Source: an optimization exercise on an open RTL-to-GDS flow (aim: small area). Production flows keep margins and buffers that such runs may drop.
The RTL was checked by simulation tests, not by an equivalence proof against the original design.
The clock cells of runs 2 to 6 come from the design's own scripts or RTL, not from TritonCTS.
No driver is modelled on the clock port, so clock power and skew are understated where the tree is cut down; a real chip needs a root buffer or a tree.
Power is estimated from default activity; no workload was simulated.

==> flow/design.v <==
module flashmap (
    input  wire        clk,
    input  wire        rst,           
    input  wire        cpu_valid,
    input  wire        cpu_we,
    input  wire [15:0] cpu_addr,
    input  wire [7:0]  cpu_wdata,
    output wire        cpu_ready,
    output reg         cpu_rvalid,
    output wire [7:0]  cpu_rdata,
    output wire [18:0] mem_addr,
    output wire        mem_we,
    output wire [7:0]  mem_wdata,
    input  wire [7:0]  mem_rdata,
    output wire [12:0] ram_addr,
    output wire        ram_we,
    output wire [7:0]  ram_wdata,
    input  wire [7:0]  ram_rdata,
    output wire [1:0]  game_slot,
    output wire [2:0]  bank_slot2
);
    localparam [1:0] MODE_NONE = 2'd0;
    localparam [1:0] MODE_ID   = 2'd3;
    localparam [1:0] MODE_SE   = 2'd2;
    localparam [1:0] MODE_BP   = 2'd1;
    reg  [1:0]  game_slot_q;
    reg  [2:0]  bank_slot2_q;
    reg         busy_q;
    reg  [1:0]  mode_q;
    reg  [1:0]  sc_q;
    reg  [1:0]  y_q;
    localparam [13:0] ERASE_POL = 14'b10101010101010;
    reg  [13:0] cnt_q;
    reg         p_q, u_q, v_q;
    wire        accept   = cpu_valid && !busy_q;
    wire        do_read  = accept && !cpu_we;
    wire        do_write = accept && cpu_we;
    wire [1:0]  window   = cpu_addr[15:14];
    wire        in_rom   = (window != 2'd3);
    wire        wr_low   = do_write && in_rom;
    wire        addr_5555 = (cpu_addr == 16'h5555);
    wire        addr_2aaa = (cpu_addr == 16'h2AAA);
    wire        p_aa = addr_5555 && cpu_wdata == 8'hAA;
    wire        p_55 = addr_2aaa && cpu_wdata == 8'h55;
    wire        p_80 = addr_5555 && cpu_wdata == 8'h80;
    wire        p_a0 = addr_5555 && cpu_wdata == 8'hA0;
    wire        p_90 = addr_5555 && cpu_wdata == 8'h90;
    wire seq_step = do_write && (addr_5555 || addr_2aaa);
    wire done_bp  = y_q == 2'd3 && sc_q[0] && p_55;
    wire done_se  = sc_q[1] && p_a0;
    wire done_id  = sc_q[1] && p_90;
    wire seq_done = done_bp || done_se || done_id;
    reg [1:0] y_nx;
    always @(*) begin
        case (y_q)
            2'd0:    y_nx = p_aa ? 2'd1 : 2'd0;
            2'd1:    y_nx = p_55 ? 2'd2 : 2'd0;
            2'd2:    y_nx = p_80 ? 2'd3 : 2'd0;
            default: y_nx = (p_aa && !sc_q[0]) ? 2'd3 : 2'd0;
        endcase
    end
    wire [1:0] sc_nx = {sc_q[0] && p_55, !sc_q[0] && !sc_q[1] && p_aa};
    wire consume    = wr_low && !(seq_step && seq_done);
    wire do_program = consume && mode_q == MODE_BP;
    wire       w0 = window == 2'd0;
    wire       w1 = window == 2'd1;
    wire       sect_neg = game_slot_q == 2'd0 && bank_slot2_q[2:1] == 2'd0 &&
                          (w0 || (w1 && !bank_slot2_q[0]));
    wire       erase_start = consume && mode_q == MODE_SE &&
                             cpu_wdata == 8'h30 && !sect_neg;
    wire [13:0] es      = cnt_q ^ ERASE_POL;      
    wire        es_z    = es[12:0] == 13'd0;
    wire        es_fb   = es[13] ^ es[4] ^ es[2] ^ es[0] ^ es_z;
    wire        erase_end = busy_q && es_z && es[13];
    always @(posedge clk) begin
        if (rst) begin
            game_slot_q  <= 2'd0;
            bank_slot2_q <= 3'd2;
            busy_q       <= 1'b0;
            mode_q       <= MODE_NONE;
            sc_q         <= 2'd0;
            y_q          <= 2'd0;
        end else begin
            if (do_write && cpu_addr == 16'hFFFE)
                game_slot_q <= cpu_wdata[1:0];
            if (do_write && cpu_addr == 16'hFFFF)
                bank_slot2_q <= cpu_wdata[2:0];
            if (seq_step) begin
                sc_q <= sc_nx;
                y_q  <= y_nx;
            end
            if (busy_q) begin
                if (erase_end) begin
                    busy_q <= 1'b0;
                    mode_q <= MODE_NONE;
                end
            end else if (seq_step && seq_done) begin
                if (done_bp)      mode_q <= MODE_BP;
                else if (done_se) mode_q <= MODE_SE;
                else              mode_q <= MODE_ID;
            end else if (erase_start) begin
                busy_q <= 1'b1;
                mode_q <= {w0, w1};
            end else if (consume) begin
                mode_q <= MODE_NONE;
            end
        end
    end
    always @(posedge clk) begin
        if (busy_q && !rst)
            cnt_q <= {es[12:0], es_fb} ^ ERASE_POL;
        else
            cnt_q <= ERASE_POL;
    end
    wire id_rd = window == 2'd0 && mode_q == MODE_ID;
    always @(posedge clk) begin
        cpu_rvalid <= do_read && !rst;
        p_q <= !in_rom;
        u_q <= id_rd && cpu_addr[13:0] != 14'd0;
        v_q <= id_rd && cpu_addr[13:0] != 14'd1;
    end
    wire       sel_mem = !p_q && !u_q && !v_q;
    wire [7:0] cval    = {u_q | v_q, u_q & v_q, u_q | v_q, u_q | v_q,
                          v_q, u_q | v_q, u_q | v_q, u_q | v_q};
    assign cpu_rdata = ({8{p_q}} & ram_rdata) | ({8{sel_mem}} & mem_rdata) | cval;
    wire [4:0] gb  = {game_slot_q, bank_slot2_q};
    wire       brw = busy_q && (mode_q[1] || (mode_q[0] && !gb[0]));
    wire [4:0] bor = {brw && gb[3:1] == 3'd0, brw && gb[2:1] == 2'd0,
                      brw && !gb[1], brw, busy_q && mode_q[0]};
    wire [4:0] wbank = {game_slot_q, window[1] ? bank_slot2_q : {2'd0, window[0]}};
    assign cpu_ready  = !busy_q;
    assign mem_addr   = {game_slot_q ^ bor[4:3],
                         ((window[1] || busy_q) ? bank_slot2_q : {2'd0, window[0]}) ^ bor[2:0],
                         (cnt_q & (cpu_addr[13:0] | {14{busy_q}}) & ERASE_POL) |
                         ((cnt_q | (cpu_addr[13:0] & {14{!busy_q}})) & ~ERASE_POL)};
    assign mem_we     = busy_q || do_program;
    assign mem_wdata  = cpu_wdata | {8{busy_q}};
    assign ram_addr   = cpu_addr[12:0];
    assign ram_we     = do_write && !in_rom;
    assign ram_wdata  = cpu_wdata;
    assign game_slot  = game_slot_q;
    assign bank_slot2 = bank_slot2_q;
endmodule
==> flow/flow/run.sh <==
#!/bin/bash
set -e
F=$(cd "$(dirname "$0")" && pwd)
mkdir -p abc
export AREA_ABC_DIR="$PWD/abc"
AREA_ABC_SCRIPTS=""
for seed in 0 3 7 11 19 23 31 37 41 43 47 53; do
  printf 'strash\n&get -n\n&deepsyn -T 15 -S %s\n&put\n&get -n\n&nf -R 1000 -p -C 32 -F 20\n&put\n' $seed > abc/deepsyn_$seed.abc
  AREA_ABC_SCRIPTS="$AREA_ABC_SCRIPTS $PWD/abc/deepsyn_$seed.abc"
done
export AREA_ABC_SCRIPTS
{ head -n 1 synth_recipe.tcl; cat "$F/abc_override.tcl"; tail -n +2 synth_recipe.tcl; } > area_synth.tcl
bash standard.sh SYNTH_SCRIPT="$PWD/area_synth.tcl" synth > synth.log 2>&1
bash standard.sh "BUFFER_PORTS_ARGS=-buffer_cell sky130_fd_sc_hd__buf_1" \
  "CTS_ARGS=-sink_clustering_enable -repair_clock_nets -buf_list sky130_fd_sc_hd__clkbuf_4 -dont_use_dummy_load" \
  "POST_CTS_TCL=$F/noroot.tcl" \
  finish > layout.log 2>&1
==> flow/flow/abc_override.tcl <==
# Map with several area-oriented ABC scripts (the files listed in
# AREA_ABC_SCRIPTS) in place of the default speed script, keeping every
# other argument, and keep the mapping with the smallest cell area.
proc abc {args} {
  set i [lsearch -exact $args -script]
  set stat_args {}
  foreach {k v} $args { if { $k eq "-liberty" } { lappend stat_args -liberty $v } }
  yosys design -save area_abc_in
  set best_area -1
  foreach script $::env(AREA_ABC_SCRIPTS) {
    yosys design -load area_abc_in
    if { $i >= 0 } { lset args [expr { $i + 1 }] $script }
    yosys abc {*}$args
    set rpt $::env(AREA_ABC_DIR)/[file tail $script].stat
    yosys tee -q -o $rpt stat {*}$stat_args
    set fh [open $rpt r]; set txt [read $fh]; close $fh
    if { [regexp {Chip area for module[^:]*:\s*([0-9.]+)} $txt -> area] } {
      puts "area_abc: $script gives $area"
      if { $best_area < 0 || $area < $best_area } {
        set best_area $area
        yosys design -save area_abc_best
      }
    }
  }
  yosys design -load area_abc_best
  puts "area_abc: kept $best_area"
}
==> flow/flow/noroot.tcl <==
set block [ord::get_db_block]
set clk_port_net [$block findNet clk]
set root ""
foreach it [$clk_port_net getITerms] {
  set m [[$it getInst] getMaster]
  if { [string match "sky130_fd_sc_hd__clkbuf_*" [$m getName]] } { lappend root [$it getInst] }
}
if { [llength $root] == 1 } {
  set root [lindex $root 0]
  set out [[$root findITerm X] getNet]
  set loads {}
  set ok 1
  foreach it [$out getITerms] {
    if { [$it getInst] eq $root } { continue }
    if { ![string match "sky130_fd_sc_hd__clkbuf_*" [[[$it getInst] getMaster] getName]] } { set ok 0 }
    lappend loads $it
  }
  if { $ok && [llength $loads] <= 4 } {
    foreach it $loads { $it disconnect; $it connect $clk_port_net }
    [$root findITerm A] disconnect
    odb::dbInst_destroy $root
    odb::dbNet_destroy $out
    puts "noroot: removed root clock buffer, clk now drives [llength $loads] leaf buffers"
  } else {
    puts "noroot: kept root clock buffer"
  }
}
==> flow/standard.sh <==
#!/bin/bash
# synth_recipe.tcl (not shown) runs the flow's synth.tcl, then flattens the netlist and writes it again
# the make line also repeats each setting of config.mk as NAME=value (left out here)
make -C /OpenROAD-flow-scripts/flow DESIGN_CONFIG=/design/flow/config.mk WORK_HOME=/design/flow/orfs CLKGATE_MAP_FILE= SYNTH_SCRIPT=/design/flow/synth_recipe.tcl "${@:-finish}"
==> flow/config.mk <==
export PLATFORM = sky130hd
export DESIGN_NAME = flashmap
export DESIGN_NICKNAME = flashmap
export VERILOG_FILES = /design/flow/design.v
export SDC_FILE = /design/flow/constraint.sdc
export NUM_CORES = 4
export LEC_CHECK = 0
export CAP_MARGIN = 20
export CORE_MARGIN = 2
export CORE_UTILIZATION = 40
export SLEW_MARGIN = 20
==> flow/constraint.sdc <==
create_clock -name core_clock -period 7.0 [get_ports {clk}]
set_input_delay 1.4000 -clock core_clock [delete_from_list [all_inputs] [get_ports {clk}]]
set_output_delay 1.4000 -clock core_clock [all_outputs]
set_load 0.01 [all_outputs]
==> results.cfg, run 1 <==
[synth]
synth_top_area_share_pct = 34.91
synth_top_area_cell = dfxtp_1
synthMuxAreaShare_pct = 0
syn_nets = 263
synth_compound_area_share_pct = 20.15
synth_edf_count = 0
netlist_instances = 219
syn_area_per_cell_um2 = 7.856
synth_area_um2 = 1720
yosysWarnings = 1
synthSimpleGateAreaFrac_pct = 32.44
ys_types = 34
synth_adder_area_share_pct = 0
yosys_most_used_dff = dfxtp_1
synth.area.top_cells = dfxtp_1, buf_4, nor2_1, nand2_1, o22a_1
synthArstFlopShare_pct = 0
seq_area_frac_synth_pct = 34.91
synthXorXnorAreaFrac_pct = 2.036
ys_seq_elements = 30
synth_top_family_by_area = simple AND/OR/NAND/NOR gates

[route]
num_vias = 1860
drt_iter0_drc = 63
firstDrtPassIters = 4
drtAntennaViolNets = 0
postRouteWirelength_um = 4674
drc = 0
wl_per_cell_um = 12.98
avgViaCountPerCell = 5.167

[timing]
timing.fmax_mhz = 227.2
fin_crit_sh_pct = 62.88
setup_tns_ps = 0
hold_slack_ps = 419.6
rsz0062_at_grt = no
hold_violations = 0
max-slew-margin-rel_pct = 51.12
tightest_slew_ps = 732.2
fin_skew_ps = 10.02
slew_violations = 0
period_minus_slack_ps = 4402
setup_viol = 0

[finish]
utilization_pct = 50.79
fin_area_um2 = 2061
final_cells = 360
nets = 356
antenna_cells = 0
drive_above_1_share_pct = 1.290
area_growth_pct = 19.78

[global_routing]
grt_overflow = 0
grt_pass1_vias = 1585
antenna_found_initial = 0
grt_max_degree = 23
gr-usage-all-layers_pct = 19.09
grt_pass1_wl_um = 7583

[power]
power_density_nw_per_um2 = 144.0
p_leak_uw = 0.0007170
ir_drop_mv = 0.1197

[floorplanning]
io_pins = 109
die_h_um = 69.58
die_area_um2 = 4841
rows = 23
die_w_um = 69.58
coreArea_um2 = 4058
initial_core_util_pct = 42.40

[setup_path]
arrival_ps = 3000
cp.required_ps = 5600
crit_fanout = 4
startpoint = cpu_addr[9]
end_kind = output pin
start_kind = input pin
worstSetupPathType = input pin to output pin
reg2reg_from = busy_q$_SDFF_PP0_

[worst_hold_path]
min_from = cnt_q[6]$_SDFF_PN0_
hold_path_class = register to register

[placement]
place.gp.congestion = 0.8744
dp_hpwl_um = 3745
dpl-instance-area_um2 = 2031
placed_cells = 356
io_buffers = 108

[job]
drv_cap = 0

[run_status]
status = no timing/DRC/antenna violations

[cts]
clk_pin_slew_ps = 80
clock_latency_ps = 150
cts.sinks = 30
where the power goes:
part           switching (µW)  internal, µW
registers               0.376           171
logic                    34.7          21.4
clock network            41.9          27.3
total                    77.0           220
per-layer routing:
metal  up-vias  GRT usage [%]  share of wire (%)
met3         4          4.797                6.5
met5         -              0                  0
met4         0          3.922               0.73
li1        954              -                  -
met2        57          31.30                 47
met1       845          25.43                 46
worst max-delay path, stage by stage:
cell	delay (ps)
buf_1	150
nand3_1	120
nor3_1	350
and4b_1	290
nand2_1	110
o22a_1	240
nand2_1	90
o21ai_0	110
buf_1	150
per-stage QoR:
stage	setup slack, ps	total power [µW]
after detailed placement	2605	232.0
after global placement	2678	231.8
after global routing	2397	314.5
final	2598	296.7
after floorplan	3030	210.1
sequential cells by signal, summed over array words and instances (netlist names):
| signal | count |
|---|---|
| y_q | 2 |
| game_slot_q | 2 |
| busy_q | 1 |
| sc_q | 2 |
| p_q | 1 |
| mode_q | 2 |
| bank_slot2_q | 3 |
| u_q | 1 |
| v_q | 1 |
| cpu_rvalid | 1 |
| cnt_q | 14 |
cell usage after synthesis (2+ instances only):
library cell  instances
a21o_1                7
a21oi_1               7
a221o_1               2
a22o_1                4
buf_4                21
clkinv_1              6
dfxtp_1              30
nand2_1              20
nand2b_1              4
nand3_1               8
nand3b_1              2
nand4_1               7
nor2_1               29
nor2b_1               3
nor3_1               11
nor3b_1               3
nor4_1                8
o21a_1                8
o21ai_0               7
o22a_1                7
or2_0                 9
or3_1                 2
xnor2_1               3
final timing paths:
| path | cells past startpoint | slack (ps) | end |
|---|---|---|---|
| max | 9 | 2600 | mem_we |
| min | 1 | 420 | cnt_q[7]$_SDFF_PN1_ |
| max reg2reg | 9 | 4020 | mode_q[1]$_SDFFE_PP0P_ |
| min reg2reg | 1 | 420 | cnt_q[7]$_SDFF_PN1_ |
area by class of cell:
| cell class | instances | area [µm²] |
|---|---|---|
| fill | 440 | 1997 |
| multi-input combinational | 162 | 939.7 |
| inverter | 6 | 22.52 |
| timing repair buffer | 108 | 405.4 |
| tap | 50 | 62.56 |
| sequential | 30 | 600.6 |
| clock buffer | 4 | 30.03 |
kinds of logic (layout without fill, tap and decap cells):
group                  Yosys count  count (layout)
AO/OA/AOI/OAI                   48              48
flip-flops                      30              30
buffers and inverters           27             118
XOR/XNOR                         4               4
AND/OR/NAND/NOR                110             110
placed cells by master, fill, tap and decap left out, types with 2 or more instances in the layout:
cell / n
buf_1: 108
dfxtp_1: 30
nor2_1: 29
nand2_1: 20
nor3_1: 11
or2_0: 9
o21a_1: 8
nor4_1: 8
nand3_1: 8
o21ai_0: 7
o22a_1: 7
a21oi_1: 7
a21o_1: 7
nand4_1: 7
clkinv_1: 6
nand2b_1: 4
a22o_1: 4
clkbuf_4: 4
xnor2_1: 3
nor2b_1: 3
nor3b_1: 3
or3_1: 2
nand3b_1: 2
a221o_1: 2
==> run 2: changes to the inputs <==
--- a/flow/flow/run.sh
+++ b/flow/flow/run.sh
@@ -1,2 +1,9 @@
 #!/bin/bash
+# Layout flow: the standard synthesis script, mapped with several
+# area-oriented ABC scripts (deepsyn with different seeds, then &nf) of which
+# the smallest result is kept; then the standard ORFS layout with the
+# smallest buffer (buf_1) on every port; after clock tree synthesis the
+# clock network is rebuilt as three clkbuf_4 driven from the clock port,
+# each feeding one cluster of registers (flow/kbuf.tcl). Each step's
+# output goes to its own log here.
 set -e
@@ -15,3 +22,3 @@
   "CTS_ARGS=-sink_clustering_enable -repair_clock_nets -buf_list sky130_fd_sc_hd__clkbuf_4 -dont_use_dummy_load" \
-  "POST_CTS_TCL=$F/noroot.tcl" \
+  "POST_CTS_TCL=$F/kbuf.tcl" \
   finish > layout.log 2>&1
==> flow/flow/kbuf.tcl (new file) <==
# Rebuild the clock network as N buffers of one cell type driven straight
# from the clock port, each feeding one cluster of registers (k-means on
# register locations); used after clock tree synthesis.
proc kbuf_clock { port_net_name nbuf cell } {
  set block [ord::get_db_block]
  set db [ord::get_db]
  set clk [$block findNet $port_net_name]
  # collect register clock pins reachable through clock buffers
  set sinks {}
  set bufs {}
  set todo [list $clk]
  while { [llength $todo] } {
    set n [lindex $todo 0]; set todo [lrange $todo 1 end]
    foreach it [$n getITerms] {
      if { [$it isOutputSignal] } { continue }
      set inst [$it getInst]
      set m [[$inst getMaster] getName]
      if { [string match "sky130_fd_sc_hd__clkbuf_*" $m] || [string match "sky130_fd_sc_hd__clkinv*" $m] } {
        lappend bufs $inst
        lappend todo [[$inst findITerm X] getNet]
      } else {
        lappend sinks $it
      }
    }
  }
  # remove old clock buffers and their nets
  foreach b $bufs {
    set on [[$b findITerm X] getNet]
    foreach it [$on getITerms] { if { [$it getInst] ne $b } { $it disconnect; $it connect $clk } }
    [$b findITerm A] disconnect
    [$b findITerm X] disconnect
    odb::dbInst_destroy $b
    odb::dbNet_destroy $on
  }
  # k-means on sink locations
  set pts {}
  foreach it $sinks { set l [[$it getInst] getLocation]; lappend pts [list [lindex $l 0] [lindex $l 1]] }
  set n [llength $pts]
  set cent {}
  set sorted [lsort -integer -index 0 $pts]
  for { set k 0 } { $k < $nbuf } { incr k } { lappend cent [lindex $sorted [expr { int(($k + 0.5) * $n / $nbuf) }]] }
  for { set iter 0 } { $iter < 50 } { incr iter } {
    set asg {}
    foreach p $pts {
      set best 0; set bd -1
      for { set k 0 } { $k < $nbuf } { incr k } {
        set c [lindex $cent $k]
        set d [expr { abs([lindex $p 0] - [lindex $c 0]) + abs([lindex $p 1] - [lindex $c 1]) }]
        if { $bd < 0 || $d < $bd } { set bd $d; set best $k }
      }
      lappend asg $best
    }
    set nc {}
    for { set k 0 } { $k < $nbuf } { incr k } {
      set sx 0; set sy 0; set m 0
      foreach p $pts a $asg { if { $a == $k } { incr sx [lindex $p 0]; incr sy [lindex $p 1]; incr m } }
      if { $m } { lappend nc [list [expr { $sx / $m }] [expr { $sy / $m }]] } else { lappend nc [lindex $cent $k] }
    }
    set cent $nc
  }
  set master [$db findMaster $cell]
  for { set k 0 } { $k < $nbuf } { incr k } {
    set net [odb::dbNet_create $block "clknet_k${k}_${port_net_name}"]
    $net setSigType CLOCK
    set inst [odb::dbInst_create $block $master "clkbuf_k${k}_${port_net_name}"]
    [$inst findITerm A] connect $clk
    [$inst findITerm X] connect $net
    set c [lindex $cent $k]
    $inst setLocation [lindex $c 0] [lindex $c 1]
    $inst setPlacementStatus PLACED
    set cnt 0
    foreach it $sinks a $asg { if { $a == $k } { $it disconnect; $it connect $net; incr cnt } }
    puts "kbuf_clock: $cell $k drives $cnt registers"
  }
}

# three clkbuf_4, each driving about a third of the registers
kbuf_clock clk 3 sky130_fd_sc_hd__clkbuf_4
detailed_placement
check_placement -verbose
removed: flow/flow/noroot.tcl
==> results.cfg, run 2 <==
[finish]
final_common_cell = buf_1
fin_area_um2 = 2053
layout_common_cells = buf_1, dfxtp_1, nor2_1
final_cells = 359
regArea_um2 = 600.6
drive_above_1_share_pct = 0.9709
area_growth_pct = 19.35
multi_input_area_um2 = 939.7
fillerInstances = 443
largest_reg_flops = 14
nets = 355
antenna_cells = 0
top_register = cnt_q
reg.largest.list = cnt_q x14, bank_slot2_q x3

[synth]
synth_common_cells = dfxtp_1, nor2_1, buf_4
ys_types = 34
synth_area_um2 = 1720
synth.area.top_cells = dfxtp_1, buf_4, nor2_1, nand2_1, o22a_1
synth_top_area_cell = dfxtp_1
ys_seq_elements = 30
syn_area_per_cell_um2 = 7.856
synth_top_area_share_pct = 34.91
yosys_most_used_dff = dfxtp_1
yosysMostFrequentCell = dfxtp_1
synth_edf_count = 0
seq_area_frac_synth_pct = 34.91
synthArstFlopShare_pct = 0
syn_nets = 263
netlist_instances = 219
yosysWarnings = 1

[global_routing]
grt_pass1_wl_um = 7514
grt_max_degree = 23
antenna_found_initial = 0
grt_pass1_vias = 1568
gr-usage-all-layers_pct = 18.66
grt_overflow = 0

[placement]
detailedPlace.worstSlack_ps = 2605
dpl-instance-area_um2 = 2031
place.gp.congestion = 0.8744
io_buffers = 108
placed_cells = 356
dp_hpwl_um = 3745

[power]
p_int_uw = 213.1
clockPowerShare_pct = 21.4
p_leak_uw = 0.0007124
p_sw_uw = 76.47
comb_power_share_pct = 19.4
power_density_nw_per_um2 = 141.0
sw_frac_of_total_pct = 26.41
ir_drop_mv = 0.1286
power_frac_seq_pct = 59.2

[cts]
clock_latency_ps = 170
cts.sinks = 30
clk_pin_slew_ps = 90

[timing]
hold_violations = 0
max-slew-margin-rel_pct = 51.68
rsz0062_at_grt = no
period_minus_slack_ps = 4418
tightest_slew_ps = 723.8
slew_violations = 0
setup_viol = 0
timing.fmax_mhz = 226.3
setup_ws_ps = 2582
fin_skew_ps = 17.26
fin_crit_sh_pct = 63.11
setup_tns_ps = 0

[setup_path]
worstSetupPathType = input pin to output pin
arrival_ps = 3020
regToRegEndpoint = mode_q[1]$_SDFFE_PP0P_
cp.required_ps = 5600
start_kind = input pin
r2r_slack_ps = 4040
crit_fanout = 4
reg2reg_from = busy_q$_SDFF_PP0_
rr_worst_depth = 9
end_kind = output pin

[floorplanning]
initial_core_util_pct = 42.40
coreArea_um2 = 4058
die_area_um2 = 4841
die_w_um = 69.58
rows = 23
io_pins = 109
die_h_um = 69.58

[worst_hold_path]
hold_end = cnt_q[7]$_SDFF_PN1_
min_from = cnt_q[6]$_SDFF_PN0_
hold_path_class = register to register
holdPathStages = 1

[route]
num_vias = 1845
wl_per_cell_um = 12.87
postRouteWirelength_um = 4619
firstDrtPassIters = 4
drt_iter0_drc = 78
avgViaCountPerCell = 5.139
drtAntennaViolNets = 0
drc = 0

[run_status]
status = no timing/DRC/antenna violations

[job]
drv_cap = 0
-- run 2: cell count changes in the layout (fill, tap and decap cells not counted) --
cell	before	now
clkbuf_4	4	3
-- run 2: worst max-delay path, cell delays in order --
cell and delay, ps:
buf_1 150, nand3_1 120, nor3_1 350, and4b_1 290
nand2_1 110, o22a_1 240, nand2_1 90, o21ai_0 110
buf_1 160
-- run 2: worst max path at each step --
stage,from,end,slack (ps),depth (start not counted)
2_1_floorplan,cpu_we,mem_we,3030,7
3_3_place_gp,cpu_we,mem_we,2680,9
3_5_place_dp,cpu_addr[11],mem_we,2610,9
5_1_grt,cpu_addr[14],mem_we,2400,10
6_report,cpu_addr[9],mem_we,2580,9
-- run 2: metal layers --
| layer | global-route usage, % | vias to the layer above | share of wire (%) |
|---|---|---|---|
| met5 | 0 | - | 0 |
| met4 | 3.922 | 0 | 0.84 |
| met3 | 3.488 | 4 | 6.5 |
| met2 | 30.88 | 55 | 47 |
| met1 | 25.34 | 835 | 45 |
| li1 | - | 951 | - |
-- run 2: power groups by stage --
stage / Clock, µW / Sequential, µW / Combinational (µW)
after floorplan: 0 / 175 / 34.7
after global placement: 0 / 175 / 56.4
after global routing: 71.7 / 172 / 62.3
final: 62.1 / 171 / 56.0
after detailed placement: 0 / 175 / 56.6
-- run 2: cell families after synthesis --
| family | count (synthesis) | share of synthesized area (%) |
|---|---|---|
| AND/OR/NAND/NOR | 110 | 32.44 |
| buffers and inverters | 27 | 10.47 |
| AO/OA/AOI/OAI | 48 | 20.15 |
| flip-flops | 30 | 34.91 |
| XOR/XNOR | 4 | 2.037 |
-- run 2: per-stage QoR --
step	hold slack [ps]	power (µW)	util, %
detailed placement	396.4	232.0	50.05
floorplan	370.8	210.1	-
global route	441.2	305.8	50.60
finish	416.8	289.6	50.60
global placement	393.2	231.8	50.05
-- run 2: layout make-up --
| class | instances | area share [%] |
|---|---|---|
| flip-flops and latches | 30 | 29.25 |
| plain buffers | 3 | 1.097 |
| inverters | 6 | 1.097 |
| multi-input cells | 162 | 45.76 |
| repair buffers | 108 | 19.74 |
| well taps | 50 | 3.047 |
==> run 3: changes to the inputs <==
--- a/flow/flow/run.sh
+++ b/flow/flow/run.sh
@@ -2,4 +2,4 @@
 # Layout flow: the standard synthesis script, mapped with several
-# area-oriented ABC scripts (deepsyn with different seeds, then &nf) of which
-# the smallest result is kept; then the standard ORFS layout with the
+# area-oriented ABC scripts (deepsyn with different seeds and options,
+# then &nf) of which the smallest result is kept; then the standard ORFS layout with the
 # smallest buffer (buf_1) on every port; after clock tree synthesis the
@@ -14,4 +14,7 @@
 for seed in 0 3 7 11 19 23 31 37 41 43 47 53; do
-  printf 'strash\n&get -n\n&deepsyn -T 15 -S %s\n&put\n&get -n\n&nf -R 1000 -p -C 32 -F 20\n&put\n' $seed > abc/deepsyn_$seed.abc
-  AREA_ABC_SCRIPTS="$AREA_ABC_SCRIPTS $PWD/abc/deepsyn_$seed.abc"
+  for opt in "" "-t" "-o"; do
+    name=deepsyn_${seed}${opt}
+    printf 'strash\n&get -n\n&deepsyn -T 15 -S %s %s\n&put\n&get -n\n&nf -R 1000 -p -C 32 -F 20\n&put\n' $seed "$opt" > abc/$name.abc
+    AREA_ABC_SCRIPTS="$AREA_ABC_SCRIPTS $PWD/abc/$name.abc"
+  done
 done
--- a/flow/flow/abc_override.tcl
+++ b/flow/flow/abc_override.tcl
@@ -12,3 +12,6 @@
     if { $i >= 0 } { lset args [expr { $i + 1 }] $script }
-    yosys abc {*}$args
+    if { [catch { yosys abc {*}$args } err] } {
+      puts "area_abc: $script failed: $err"
+      continue
+    }
     set rpt $::env(AREA_ABC_DIR)/[file tail $script].stat
==> results.cfg, run 3 <==
[timing]
tightest_slew_ps = 871.8
hold_violations = 0
rsz0062_at_grt = no
fin_skew_ps = 18.34
fin_crit_sh_pct = 67.06
slew_violations = 0
max-slew-margin-rel_pct = 40.38
setup_viol = 0
setup_tns_ps = 0
period_minus_slack_ps = 4694
timing.fmax_mhz = 213.0

[synth]
synthArstFlopShare_pct = 0
yosys_most_used_dff = dfxtp_1
syn_nets = 262
synth_top_area_cell = dfxtp_1
syn_area_per_cell_um2 = 7.829
synth_common_cells = dfxtp_1, nor2_1, buf_4
seq_area_frac_synth_pct = 35.19
netlist_instances = 218
synth_edf_count = 0
yosysWarnings = 1
ys_seq_elements = 30
synth_area_um2 = 1707
synth_top_area_share_pct = 35.19
synth.area.top_cells = dfxtp_1, buf_4, nor2_1, nand2_1, nor3_1
yosysMostFrequentCell = dfxtp_1
ys_types = 37

[setup_path]
critPathSlowestCell = nor4_1
crit_fanout = 4
cpPeakStageDelay_ps = 370
start_kind = input pin
reg2reg_from = busy_q$_SDFF_PP0_
worstSetupPathType = input pin to output pin
rr_worst_depth = 10
r2r_slack_ps = 3890
regToRegEndpoint = mode_q[0]$_SDFFE_PP0P_
arrival_ps = 3290
cp.required_ps = 5600
crit_chain = buf_1 -> nor4_1 -> nand2_1 -> nor4_1 -> nand3_1 -> nor3_1 -> a41oi_1 -> a41o_1 -> buf_1
end_kind = output pin

[finish]
drive_above_1_share_pct = 0.9740
final_common_cell = buf_1
reg.largest.list = cnt_q x14, bank_slot2_q x3
largest_reg_flops = 14
layout_common_cells = buf_1, dfxtp_1, nor2_1
area_growth_pct = 19.50
fillerInstances = 443
antenna_cells = 0
nets = 354
top_register = cnt_q

[route]
num_vias = 1852
wl_per_cell_um = 13.20
postRouteWirelength_um = 4726
drt_iter0_drc = 67
firstDrtPassIters = 4
drc = 0
avgViaCountPerCell = 5.173
drtAntennaViolNets = 0

[worst_hold_path]
min_from = cnt_q[8]$_SDFF_PN0_
hold_path_class = register to register
hold_end = cnt_q[9]$_SDFF_PN1_
holdPathStages = 1

[placement]
place.gp.congestion = 0.8007
io_buffers = 108
dp_hpwl_um = 3747

[power]
power_density_nw_per_um2 = 142.6
p_leak_uw = 0.0006972
ir_drop_mv = 0.1115
p_total_uw = 290.9

[cts]
cts.sinks = 30
clk_pin_slew_ps = 100
clock_latency_ps = 170

[floorplanning]
coreArea_um2 = 4058
io_pins = 109
die_h_um = 69.32
die_w_um = 69.32
initial_core_util_pct = 42.06
die_area_um2 = 4805
rows = 23

[global_routing]
antenna_found_initial = 0
grt_max_degree = 27
grt_pass1_wl_um = 7610
grt_overflow = 0
gr-usage-all-layers_pct = 19.10
grt_pass1_vias = 1627

[job]
drv_cap = 0

[run_status]
status = no timing/DRC/antenna violations
==> run 3: cell types whose count changed after synthesis, sizes merged, moves of 3 or more <==
cell	before	now
nand2b	4	1
nand3	8	5
a21oi	7	11
nor2b	3	0
clkinv	6	10
nor4	8	4
nor3b	3	0
==> run 3: worst max path at each step <==
stage,from,endpoint,slack [ps]
2_1_floorplan,cpu_addr[1],mem_we,2800
3_3_place_gp,cpu_addr[1],mem_we,2300
3_5_place_dp,cpu_addr[1],mem_we,2250
5_1_grt,cpu_addr[1],mem_we,2010
6_report,cpu_addr[1],mem_we,2310
==> run 3: kinds of logic (layout without fill, tap and decap cells) <==
logic type,after synthesis,after routing,share of synthesized area [%]
compound gates,58,58,23.83
simple gates,94,94,26.98
flops,30,30,35.19
buf+inv,31,121,11.44
xor+xnor,5,5,2.566
==> run 3: critical path: cells and delay by family <==
family | cells | cell delay [ps]
buffers and inverters | 2 | 240
and+or+nand+nor | 5 | 1150
AOI/OAI and AO/OA | 2 | 500
==> run 3: power by group <==
| group | total, µW | switching (µW) | internal [µW] |
|---|---|---|---|
| Combinational | 56.9 | 35.4 | 21.5 |
| Clock | 62.5 | 41.9 | 20.6 |
| Sequential | 171 | 0.336 | 171 |
==> run 3: routing by layer <==
metal | GRT usage [%] | share of wire (%)
met1 | 25.27 | 46
met2 | 31.41 | 46
met5 | 0 | 0
met3 | 4.942 | 6.6
met4 | 3.922 | 0.85
==> run 3: layout make-up <==
| class | instances | area (µm²) | share of cell area [%] |
|---|---|---|---|
| Multi-Input combinational cell | 157 | 910.9 | 44.66 |
| Tap cell | 50 | 62.56 | 3.067 |
| Sequential cell | 30 | 600.6 | 29.45 |
| Inverter | 10 | 37.54 | 1.840 |
| Buffer | 3 | 22.52 | 1.104 |
| Timing Repair Buffer | 108 | 405.4 | 19.88 |
==> run 3: through the flow <==
stage / util [%] / instance area [µm²] / hold WS [ps] / worst slack, ps / std cells
floorplan: - / 1707 / 370.8 / 2802 / 218
global placement: 49.71 / 2017 / 386.7 / 2295 / 355
detailed placement: 49.71 / 2017 / 397.9 / 2247 / 355
global route: 50.26 / 2039 / 431.5 / 2013 / 358
finish: 50.26 / 2039 / 418.6 / 2306 / 358
==> run 4: changes to the inputs <==
==> flow/flow/run.sh (replaced) <==
#!/bin/bash
# Layout flow: the standard synthesis script, mapped with many
# area-oriented ABC scripts (deepsyn with different seeds and options, then
# &nf), run as 4 parallel syntheses of which the smallest netlist is kept;
# then the standard ORFS layout with the smallest buffer (buf_1) on every
# port; after clock tree synthesis the clock network is rebuilt as three
# clkbuf_4 driven from the clock port, each feeding one cluster of
# registers (flow/kbuf.tcl). Each step's output goes to its own log here.
set -e
F=$(cd "$(dirname "$0")" && pwd)
{ head -n 1 synth_recipe.tcl; cat "$F/abc_override.tcl"; tail -n +2 synth_recipe.tcl; } > area_synth.tcl
pids=""
for k in 0 1 2 3; do
  mkdir -p abc_$k
  scripts=""
  for seed in $(seq $((k * 6)) $((k * 6 + 5))); do
    for opt in "" "-t" "-o" "-S $((seed + 50))"; do
      name=deepsyn_${seed}$(echo "$opt" | tr -d ' -')
      if [[ "$opt" == -S* ]]; then
        printf 'strash\n&get -n\n&deepsyn -T 8 -S %s\n&deepsyn -T 8 %s\n&put\n&get -n\n&nf -R 1000 -p -C 32 -F 20\n&put\n' $seed "$opt" > abc_$k/$name.abc
      else
        printf 'strash\n&get -n\n&deepsyn -T 15 -S %s %s\n&put\n&get -n\n&nf -R 1000 -p -C 32 -F 20\n&put\n' $seed "$opt" > abc_$k/$name.abc
      fi
      scripts="$scripts $PWD/abc_$k/$name.abc"
    done
  done
  AREA_ABC_DIR="$PWD/abc_$k" AREA_ABC_SCRIPTS="$scripts" \
    bash standard.sh WORK_HOME="$PWD/orfs_$k" SYNTH_SCRIPT="$PWD/area_synth.tcl" synth > synth_$k.log 2>&1 &
  pids="$pids $!"
done
for p in $pids; do wait $p || true; done
best=""; best_area=""
for k in 0 1 2 3; do
  stat=orfs_$k/reports/sky130hd/flashmap/base/synth_stat.txt
  [[ -f orfs_$k/results/sky130hd/flashmap/base/1_synth.odb && -f $stat ]] || continue
  area=$(grep -m1 'Chip area' $stat | awk '{print $NF}')
  echo "synthesis $k: $area" >> synth_pick.log
  if [[ -z "$best" ]] || awk -v a="$area" -v b="$best_area" 'BEGIN { exit !(a < b) }'; then
    best=$k; best_area=$area
  fi
done
echo "kept synthesis $best ($best_area)" >> synth_pick.log
mv orfs_$best orfs
bash standard.sh "BUFFER_PORTS_ARGS=-buffer_cell sky130_fd_sc_hd__buf_1" \
  "CTS_ARGS=-sink_clustering_enable -repair_clock_nets -buf_list sky130_fd_sc_hd__clkbuf_4 -dont_use_dummy_load" \
  "POST_CTS_TCL=$F/kbuf.tcl" \
  finish > layout.log 2>&1
==> results.cfg, run 4 <==
[synth]
syn_area_per_cell_um2 = 7.817
synthXorXnorAreaFrac_pct = 2.570
synth_edf_count = 0
synth_area_um2 = 1704
seq_area_frac_synth_pct = 35.24
synth.area.top_cells = dfxtp_1, buf_4, nor2_1, nand2_1, or2_0
synth_top_family_by_area = simple AND/OR/NAND/NOR gates
yosysWarnings = 1
ys_seq_elements = 30
synthMuxAreaShare_pct = 0
netlist_instances = 218
syn_nets = 262
synth_compound_area_share_pct = 20.19
synth_top_area_cell = dfxtp_1
synth_adder_area_share_pct = 0
synthArstFlopShare_pct = 0
synth_common_cells = nor2_1, dfxtp_1, buf_4
synthSimpleGateAreaFrac_pct = 31.20
yosysMostFrequentCell = nor2_1
ys_types = 35
synth_top_area_share_pct = 35.24
yosys_most_used_dff = dfxtp_1

[placement]
io_buffers = 108
dp_hpwl_um = 3623
detailedPlace.worstSlack_ps = 1545
place.gp.congestion = 0.9059
dpl-instance-area_um2 = 2014

[global_routing]
antenna_found_initial = 0
gr-usage-all-layers_pct = 18.82
grt_pass1_vias = 1659
grt_pass1_wl_um = 7555
grt_overflow = 0
grt_max_degree = 26

[floorplanning]
coreArea_um2 = 4058
io_pins = 109
rows = 23
die_h_um = 69.27
die_w_um = 69.27
initial_core_util_pct = 42.00
die_area_um2 = 4798

[route]
postRouteWirelength_um = 4477
wl_per_cell_um = 12.51
drtAntennaViolNets = 0
drt_iter0_drc = 71
num_vias = 1842
drc = 0
avgViaCountPerCell = 5.145
firstDrtPassIters = 4

[job]
drv_cap = 0

[timing]
rsz0062_at_grt = no
fin_skew_ps = 34.82
max-slew-margin-rel_pct = 41.65
hold_slack_ps = 418.8
fin_crit_sh_pct = 78.12
period_minus_slack_ps = 5469
setup_viol = 0
tightest_slew_ps = 853.1
setup_ws_ps = 1531
timing.fmax_mhz = 182.9
hold_violations = 0
setup_tns_ps = 0
slew_violations = 0

[worst_hold_path]
min_from = cnt_q[6]$_SDFF_PN0_
holdPathStages = 1
hold_path_class = register to register
hold_end = cnt_q[7]$_SDFF_PN1_

[finish]
regArea_um2 = 600.6
final_common_cell = buf_1
layout_common_cells = buf_1, nor2_1, dfxtp_1
fin_area_um2 = 2037
multi_input_area_um2 = 919.6
top_register = cnt_q
antenna_cells = 0
largest_reg_flops = 14
nets = 354
area_growth_pct = 19.53
drive_above_1_share_pct = 0.9740
fillerInstances = 430
reg.largest.list = cnt_q x14, bank_slot2_q x3

[cts]
cts.sinks = 30
clock_latency_ps = 180
clk_pin_slew_ps = 120

[setup_path]
worstSetupPathType = input pin to output pin
reg2reg_from = busy_q$_SDFF_PP0_
crit_fanout = 4
regToRegEndpoint = mode_q[0]$_SDFFE_PP0P_
start_kind = input pin
end_kind = output pin
arrival_ps = 4070
rr_worst_depth = 9
critPathSlowestCell = or4_1
r2r_slack_ps = 4380
cp.required_ps = 5600
cpPeakStageDelay_ps = 520
startpoint = cpu_addr[1]
crit_chain = buf_1 -> or4_1 -> nor4_1 -> nand2_1 -> nor3_1 -> nand3_1 -> or3_1 -> nor4_1 -> nor2_1 -> a41o_1 -> buf_1

[power]
power_density_nw_per_um2 = 142.1
ir_drop_mv = 0.1148
p_total_uw = 289.4
p_leak_uw = 0.0006814

[run_status]
status = no timing/DRC/antenna violations
[run 4: cell types whose count changed after synthesis, moves of 3 or more]
cell	delta
nand2_1	-3
nor3_1	-4
nor2_1	+7
nand2b_1	+3
a21oi_1	-3
nor2b_1	+3
clkinv_1	-3
[run 4: worst max path at each step]
| stage | end | slack (ps) | cells after the start |
|---|---|---|---|
| floorplan | mem_we | 2060 | 9 |
| detailed placement | mem_we | 1550 | 11 |
| global placement | mem_we | 1630 | 11 |
| finish | mem_we | 1530 | 11 |
| global route | mem_we | 1210 | 11 |
[run 4: where the power goes]
group	leakage [µW]	total (µW)	internal (µW)	switching [µW]
sequential	0.000242	171	171	0.320
clock	0.0000138	63.3	20.6	42.8
combinational	0.000425	54.6	21.1	33.5
[run 4: routing by layer]
metal	GRT usage [%]	share of wire [%]
met1	24.96	46
met2	30.77	45
met3	4.215	8.0
met4	5.011	1.5
met5	0	0
[run 4: final cells by class]
| cell class | count | area share [%] |
|---|---|---|
| multi-input cells | 160 | 45.15 |
| inverters | 7 | 1.290 |
| well taps | 50 | 3.071 |
| flip-flops and latches | 30 | 29.48 |
| plain buffers | 3 | 1.106 |
| repair buffers | 108 | 19.90 |
[run 4: stage by stage]
step	util, %	instances
5_1_grt	50.20	358
2_1_floorplan	-	218
6_report	50.20	358
3_5_place_dp	49.65	355
3_3_place_gp	49.65	355
[run 4: cell families (layout without fill, tap and decap cells)]
family / after synthesis / count (layout)
simple gates: 106 / 106
compound gates: 49 / 49
xor+xnor: 5 / 5
buf+inv: 28 / 118
flops: 30 / 30
[run 4: worst max-delay path: cells and delay by family]
family                 cells  cell delay [ps]
AND/OR/NAND/NOR            8             2180
AO/OA/AOI/OAI              1              250
buffers and inverters      2              230
==> run 5: changes to the inputs <==
--- a/flow/flow/run.sh
+++ b/flow/flow/run.sh
@@ -6,4 +6,5 @@
 # port; after clock tree synthesis the clock network is rebuilt as three
-# clkbuf_4 driven from the clock port, each feeding one cluster of
-# registers (flow/kbuf.tcl). Each step's output goes to its own log here.
+# (or, if their estimated slew is too high, four) clkbuf_4 driven from the
+# clock port, each feeding one balanced cluster of registers
+# (flow/kbuf.tcl). Each step's output goes to its own log here.
 set -e
--- a/flow/flow/kbuf.tcl
+++ b/flow/flow/kbuf.tcl
@@ -41,12 +41,23 @@
   for { set k 0 } { $k < $nbuf } { incr k } { lappend cent [lindex $sorted [expr { int(($k + 0.5) * $n / $nbuf) }]] }
+  # balanced k-means: each cluster takes at most ceil(n / nbuf) registers,
+  # filled in order of increasing distance to the cluster centres
+  set cap [expr { ($n + $nbuf - 1) / $nbuf }]
   for { set iter 0 } { $iter < 50 } { incr iter } {
-    set asg {}
+    set pairs {}
+    set pi 0
     foreach p $pts {
-      set best 0; set bd -1
       for { set k 0 } { $k < $nbuf } { incr k } {
         set c [lindex $cent $k]
-        set d [expr { abs([lindex $p 0] - [lindex $c 0]) + abs([lindex $p 1] - [lindex $c 1]) }]
-        if { $bd < 0 || $d < $bd } { set bd $d; set best $k }
+        lappend pairs [list [expr { abs([lindex $p 0] - [lindex $c 0]) + abs([lindex $p 1] - [lindex $c 1]) }] $pi $k]
       }
-      lappend asg $best
+      incr pi
+    }
+    set pairs [lsort -integer -index 0 $pairs]
+    set asg [lrepeat $n -1]
+    set fill [lrepeat $nbuf 0]
+    foreach pr $pairs {
+      lassign $pr d pi k
+      if { [lindex $asg $pi] >= 0 || [lindex $fill $k] >= $cap } { continue }
+      lset asg $pi $k
+      lset fill $k [expr { [lindex $fill $k] + 1 }]
     }
@@ -76,5 +87,27 @@
 
-# three clkbuf_4, each driving about a third of the registers
+# Largest estimated slew at a register clock pin, in ns.
+proc kbuf_max_clk_slew { } {
+  set_propagated_clock [all_clocks]
+  estimate_parasitics -placement
+  set worst 0.0
+  foreach p [get_pins -hierarchical */CLK] {
+    foreach prop { slew_max_rise slew_max_fall } {
+      set v [get_property $p $prop]
+      if { $v > $worst } { set worst $v }
+    }
+  }
+  return $worst
+}
+
+# Three clkbuf_4, each driving a third of the registers; four when the
+# estimated clock-pin slew of three would exceed 122 ps.
 kbuf_clock clk 3 sky130_fd_sc_hd__clkbuf_4
 detailed_placement
+set kbuf_slew [kbuf_max_clk_slew]
+puts "kbuf_clock: estimated worst clock-pin slew with 3 buffers: $kbuf_slew ns"
+if { $kbuf_slew > 0.122 } {
+  kbuf_clock clk 4 sky130_fd_sc_hd__clkbuf_4
+  detailed_placement
+  puts "kbuf_clock: estimated worst clock-pin slew with 4 buffers: [kbuf_max_clk_slew] ns"
+}
 check_placement -verbose
==> results.cfg, run 5 <==
[finish]
final_common_cell = buf_1
drive_above_1_share_pct = 0.9740
largest_reg_flops = 14
nets = 354
fillerInstances = 431
layout_common_cells = buf_1, nor2_1, dfxtp_1
area_growth_pct = 19.53
antenna_cells = 0
multi_input_area_um2 = 919.6
regArea_um2 = 600.6
top_register = cnt_q
reg.largest.list = cnt_q x14, bank_slot2_q x3

[synth]
yosysWarnings = 1
synth_area_um2 = 1704
synth_common_cells = nor2_1, dfxtp_1, buf_4
synth_top_area_cell = dfxtp_1
synth.area.top_cells = dfxtp_1, buf_4, nor2_1, nand2_1, or2_0
seq_area_frac_synth_pct = 35.24
ys_types = 35
synth_top_area_share_pct = 35.24
netlist_instances = 218
syn_nets = 262
synth_edf_count = 0
syn_area_per_cell_um2 = 7.817
yosysMostFrequentCell = nor2_1
ys_seq_elements = 30
synthArstFlopShare_pct = 0
yosys_most_used_dff = dfxtp_1

[setup_path]
crit_chain = buf_1 -> or4_1 -> nor4_1 -> nand2_1 -> nor3_1 -> nand3_1 -> or3_1 -> nor4_1 -> nor2_1 -> a41o_1 -> buf_1
critPathTopFamily = simple AND/OR/NAND/NOR gates
start_kind = input pin
end_kind = output pin
worstSetupPathType = input pin to output pin
critical_path.n_buffers_inverters = 2
arrival_ps = 4070
critPathSlowestCell = or4_1
cpPeakStageDelay_ps = 520
crit_fanout = 4
cp.required_ps = 5600

[floorplanning]
rows = 23
die_h_um = 69.27
io_pins = 109
die_w_um = 69.27
initial_core_util_pct = 42.00
coreArea_um2 = 4058
die_area_um2 = 4798

[route]
avgViaCountPerCell = 5.115
drt_iter0_drc = 67
postRouteWirelength_um = 4414
num_vias = 1831
drc = 0
firstDrtPassIters = 4
drtAntennaViolNets = 0
wl_per_cell_um = 12.33

[power]
power_density_nw_per_um2 = 142.0
ir_drop_mv = 0.09369
p_leak_uw = 0.0006814
p_total_uw = 289.3

[run_status]
status = no timing/DRC/antenna violations

[timing]
fin_skew_ps = 19.97
period_minus_slack_ps = 5465
max-slew-margin-rel_pct = 42.36
setup_tns_ps = 0
setup_viol = 0
slew_violations = 0
rsz0062_at_grt = no
fin_crit_sh_pct = 78.07
hold_violations = 0
tightest_slew_ps = 842.8
timing.fmax_mhz = 183.0

[placement]
io_buffers = 108
dp_hpwl_um = 3623
place.gp.congestion = 0.9059

[global_routing]
antenna_found_initial = 0
grt_overflow = 0
grt_pass1_vias = 1640
use_met1_pct = 25.42
grt_busiest_layer = met2
grt_max_degree = 26
use_met3_pct = 3.343
use_met2_pct = 29.81
gr-usage-all-layers_pct = 18.47
grt_pass1_wl_um = 7472

[job]
drv_cap = 0

[cts]
cts.sinks = 30
clk_pin_slew_ps = 100
clock_latency_ps = 170

[worst_hold_path]
hold_path_class = register to register
## run 5: power by group
| group | switching [µW] | internal [µW] |
|---|---|---|
| combinational | 33.5 | 21.0 |
| sequential | 0.320 | 171 |
| clock | 42.7 | 20.6 |
## run 5: cell type report
class / count / share of cell area, %
timing repair buffer: 108 / 19.90
multi-input combinational: 160 / 45.15
tap: 50 / 3.071
buffer: 3 / 1.106
inverter: 7 / 1.290
sequential: 30 / 29.48
## run 5: per-stage QoR
stage,cells,util (%),cell area [µm²],setup WS [ps],hold WS [ps]
floorplan,218,-,1704,2062,370.8
global placement,355,49.65,2014,1630,387.6
detailed placement,355,49.65,2014,1545,396.9
global route,358,50.20,2037,1210,424.1
finish,358,50.20,2037,1535,407.5
## run 5: logic make-up after synthesis
group | count (synthesis) | share of synthesized area (%)
and+or+nand+nor | 106 | 31.20
AOI/OAI and AO/OA | 49 | 20.19
DFF | 30 | 35.24
buffers and inverters | 28 | 10.79
xor gates and xnor gates | 5 | 2.570
## run 5: metal layers
layer	wire length (µm)	vias to the layer above	part of all wire (%)
li1	-	944	-
met5	0	-	0
met4	43	0	0.97
met1	2060	811	47
met3	336	3	7.6
met2	1973	73	45
## run 5: worst paths after layout
kind	start	to	slack, ps	depth (start not counted)
max	cpu_addr[1]	mem_we	1530	11
min	cnt_q[12]$_SDFF_PN0_	cnt_q[13]$_SDFF_PN1_	410	1
max reg2reg	busy_q$_SDFF_PP0_	mode_q[0]$_SDFFE_PP0P_	4430	9
min reg2reg	cnt_q[12]$_SDFF_PN0_	cnt_q[13]$_SDFF_PN1_	410	1
==> run 6: changes to the inputs <==
--- a/flow/flow/run.sh
+++ b/flow/flow/run.sh
@@ -2,4 +2,4 @@
 # Layout flow: the standard synthesis script, mapped with many
-# area-oriented ABC scripts (deepsyn with different seeds and options, then
-# &nf), run as 4 parallel syntheses of which the smallest netlist is kept;
+# area-oriented ABC scripts (deepsyn on two-input nodes with 96 different
+# seeds, then &nf), run as 4 parallel syntheses of which the smallest netlist is kept;
 # then the standard ORFS layout with the smallest buffer (buf_1) on every
@@ -16,12 +16,6 @@
   scripts=""
-  for seed in $(seq $((k * 6)) $((k * 6 + 5))); do
-    for opt in "" "-t" "-o" "-S $((seed + 50))"; do
-      name=deepsyn_${seed}$(echo "$opt" | tr -d ' -')
-      if [[ "$opt" == -S* ]]; then
-        printf 'strash\n&get -n\n&deepsyn -T 8 -S %s\n&deepsyn -T 8 %s\n&put\n&get -n\n&nf -R 1000 -p -C 32 -F 20\n&put\n' $seed "$opt" > abc_$k/$name.abc
-      else
-        printf 'strash\n&get -n\n&deepsyn -T 15 -S %s %s\n&put\n&get -n\n&nf -R 1000 -p -C 32 -F 20\n&put\n' $seed "$opt" > abc_$k/$name.abc
-      fi
-      scripts="$scripts $PWD/abc_$k/$name.abc"
-    done
+  for seed in $(seq $((k * 24)) $((k * 24 + 23))); do
+    name=deepsyn_${seed}t
+    printf 'strash\n&get -n\n&deepsyn -T 15 -S %s -t\n&put\n&get -n\n&nf -R 1000 -p -C 32 -F 20\n&put\n' $((seed % 101)) > abc_$k/$name.abc
+    scripts="$scripts $PWD/abc_$k/$name.abc"
   done
==> results.cfg, run 6 <==
[floorplanning]
die_w_um = 69.32
die_area_um2 = 4805
coreArea_um2 = 4058
die_h_um = 69.32
initial_core_util_pct = 42.06
rows = 23
io_pins = 109

[cts]
clk_pin_slew_ps = 80
clock_latency_ps = 150
cts.sinks = 30

[placement]
dpl-instance-area_um2 = 2017
io_buffers = 108
placed_cells = 355
place.gp.congestion = 0.8007
dp_hpwl_um = 3747
detailedPlace.worstSlack_ps = 2247

[global_routing]
grt_overflow = 0
gr-usage-all-layers_pct = 19.07
grt_max_degree = 27
grt_pass1_wl_um = 7576
grt_pass1_vias = 1640
antenna_found_initial = 0

[setup_path]
worstSetupPathType = input pin to output pin
crit_fanout = 4
end_kind = output pin
start_kind = input pin
crit_chain = buf_1 -> nor4_1 -> nand2_1 -> nor4_1 -> nand3_1 -> nor3_1 -> a41oi_1 -> a41o_1 -> buf_1
arrival_ps = 3290
cpPeakStageDelay_ps = 370
cp.required_ps = 5600
critPathSlowestCell = nor4_1

[finish]
final_common_cell = buf_1
final_cells = 359
nets = 355
utilization_pct = 50.45
antenna_cells = 0
layout_common_cells = buf_1, dfxtp_1, nor2_1
reg.largest.list = cnt_q x14, bank_slot2_q x3
drive_above_1_share_pct = 1.294
largest_reg_flops = 14
area_growth_pct = 19.94
fin_area_um2 = 2047
regArea_um2 = 600.6
fillerInstances = 448
multi_input_area_um2 = 910.9
top_register = cnt_q

[synth]
ys_types = 37
synthArstFlopShare_pct = 0
yosys_most_used_dff = dfxtp_1
synth_top_area_cell = dfxtp_1
ys_seq_elements = 30
syn_nets = 262
netlist_instances = 218
yosysWarnings = 1
synth_top_area_share_pct = 35.19
syn_area_per_cell_um2 = 7.829
synth.area.top_cells = dfxtp_1, buf_4, nor2_1, nand2_1, nor3_1
yosysMostFrequentCell = dfxtp_1
synth_area_um2 = 1707
synth_common_cells = dfxtp_1, nor2_1, buf_4
seq_area_frac_synth_pct = 35.19
synth_edf_count = 0

[timing]
rsz0062_at_grt = no
fin_crit_sh_pct = 67.06
setup_viol = 0
tightest_slew_ps = 871.8
period_minus_slack_ps = 4694
max-slew-margin-rel_pct = 40.38
fin_skew_ps = 10.54
setup_tns_ps = 0
timing.fmax_mhz = 213.0
slew_violations = 0
hold_violations = 0
setup_ws_ps = 2306

[route]
drtAntennaViolNets = 0
drt_iter0_drc = 47
drc = 0
postRouteWirelength_um = 4682
num_vias = 1856
avgViaCountPerCell = 5.170
wl_per_cell_um = 13.04
firstDrtPassIters = 4

[power]
p_leak_uw = 0.0007018
power_density_nw_per_um2 = 145.0
ir_drop_mv = 0.1076

[run_status]
status = no timing/DRC/antenna violations

[worst_hold_path]
hold_path_class = register to register

[job]
drv_cap = 0
run 6: critical path, delay by kind of cell:
family	cells	cell delay [ps]
AND/OR/NAND/NOR	5	1160
buffers and inverters	2	240
AO/OA/AOI/OAI	2	490
run 6: per-layer routing:
metal	GRT usage (%)	part of all wire (%)	vias to the layer above
met5	0	0	-
met4	5.882	1.2	0
met3	4.070	6.4	6
met2	31.09	46	68
met1	25.18	46	825
li1	-	-	957
run 6: cell families after synthesis:
family,count (synthesis),synth area share [%]
flops,30,35.19
compound gates,58,23.83
simple gates,94,26.98
xor+xnor,5,2.566
buf+inv,31,11.44
run 6: worst paths after layout:
| path | from | to | slack (ps) | depth (start not counted) |
|---|---|---|---|---|
| setup / recovery | cpu_addr[1] | mem_we | 2310 | 9 |
| hold / removal | cnt_q[8]$_SDFF_PN0_ | cnt_q[9]$_SDFF_PN1_ | 410 | 1 |
| setup reg to reg | busy_q$_SDFF_PP0_ | mode_q[0]$_SDFFE_PP0P_ | 3920 | 10 |
| hold reg to reg | cnt_q[8]$_SDFF_PN0_ | cnt_q[9]$_SDFF_PN1_ | 410 | 1 |
run 6: report_power, final:
part	switching, µW	internal (µW)
Clock	41.4	27.3
Combinational	35.3	21.5
Sequential	0.341	171
run 6: per-stage QoR:
| step | hold WS (ps) | total power, µW |
|---|---|---|
| after floorplan | 370.8 | 210.4 |
| after detailed placement | 397.9 | 232.6 |
| final | 414.2 | 296.9 |
| after global placement | 386.7 | 232.4 |
| after global routing | 426.0 | 310.3 |
run 6: layout make-up:
cell class              instances  share of cell area, %
multi-input cells             157                  44.50
flip-flops and latches         30                  29.34
repair buffers                108                  19.80
well taps                      50                  3.056
inverters                      10                  1.834
plain buffers                   4                  1.467

## separate check: timing with driven ports
In the flow no input, the clock included, has a driving cell. The finished layouts below were timed again as built, in two steps.
Step 1, drivers: a clkbuf_16 drives clk and a buf_2 each remaining input, both assumed.
Step 2 also shifts input and output timing later by t, the mid clock arrival at the registers, as if the neighbouring blocks saw the same clock.
a / b / c = no drivers / after step 1 / after step 2; a / b = the first two.
run | shift t [ns] | setup slack, ns | worst setup path at the end | latest minus earliest clock arrival (ns) | cell pins on the clock port's net
run 1 | 0.187 | 2.598 / 2.574 / 2.574 | input to output | 0.010 / 0.010 | 4
run 2 | 0.198 | 2.582 / 2.561 / 2.561 | input to output | 0.018 / 0.017 | 3
run 3 | 0.203 | 2.306 / 2.285 / 2.285 | input to output | 0.019 / 0.018 | 3
run 4 | 0.205 | 1.531 / 1.509 / 1.509 | input to output | 0.035 / 0.035 | 3
run 5 | 0.201 | 1.535 / 1.513 / 1.513 | input to output | 0.020 / 0.020 | 3
run 6 | 0.190 | 2.306 / 2.285 / 2.285 | input to output | 0.011 / 0.011 | 4
After both steps every run listed still meets setup and hold. For run 1, which loses most, drivers alone change the setup slack by -0.024 ns; drivers and shift together by -0.024 ns.
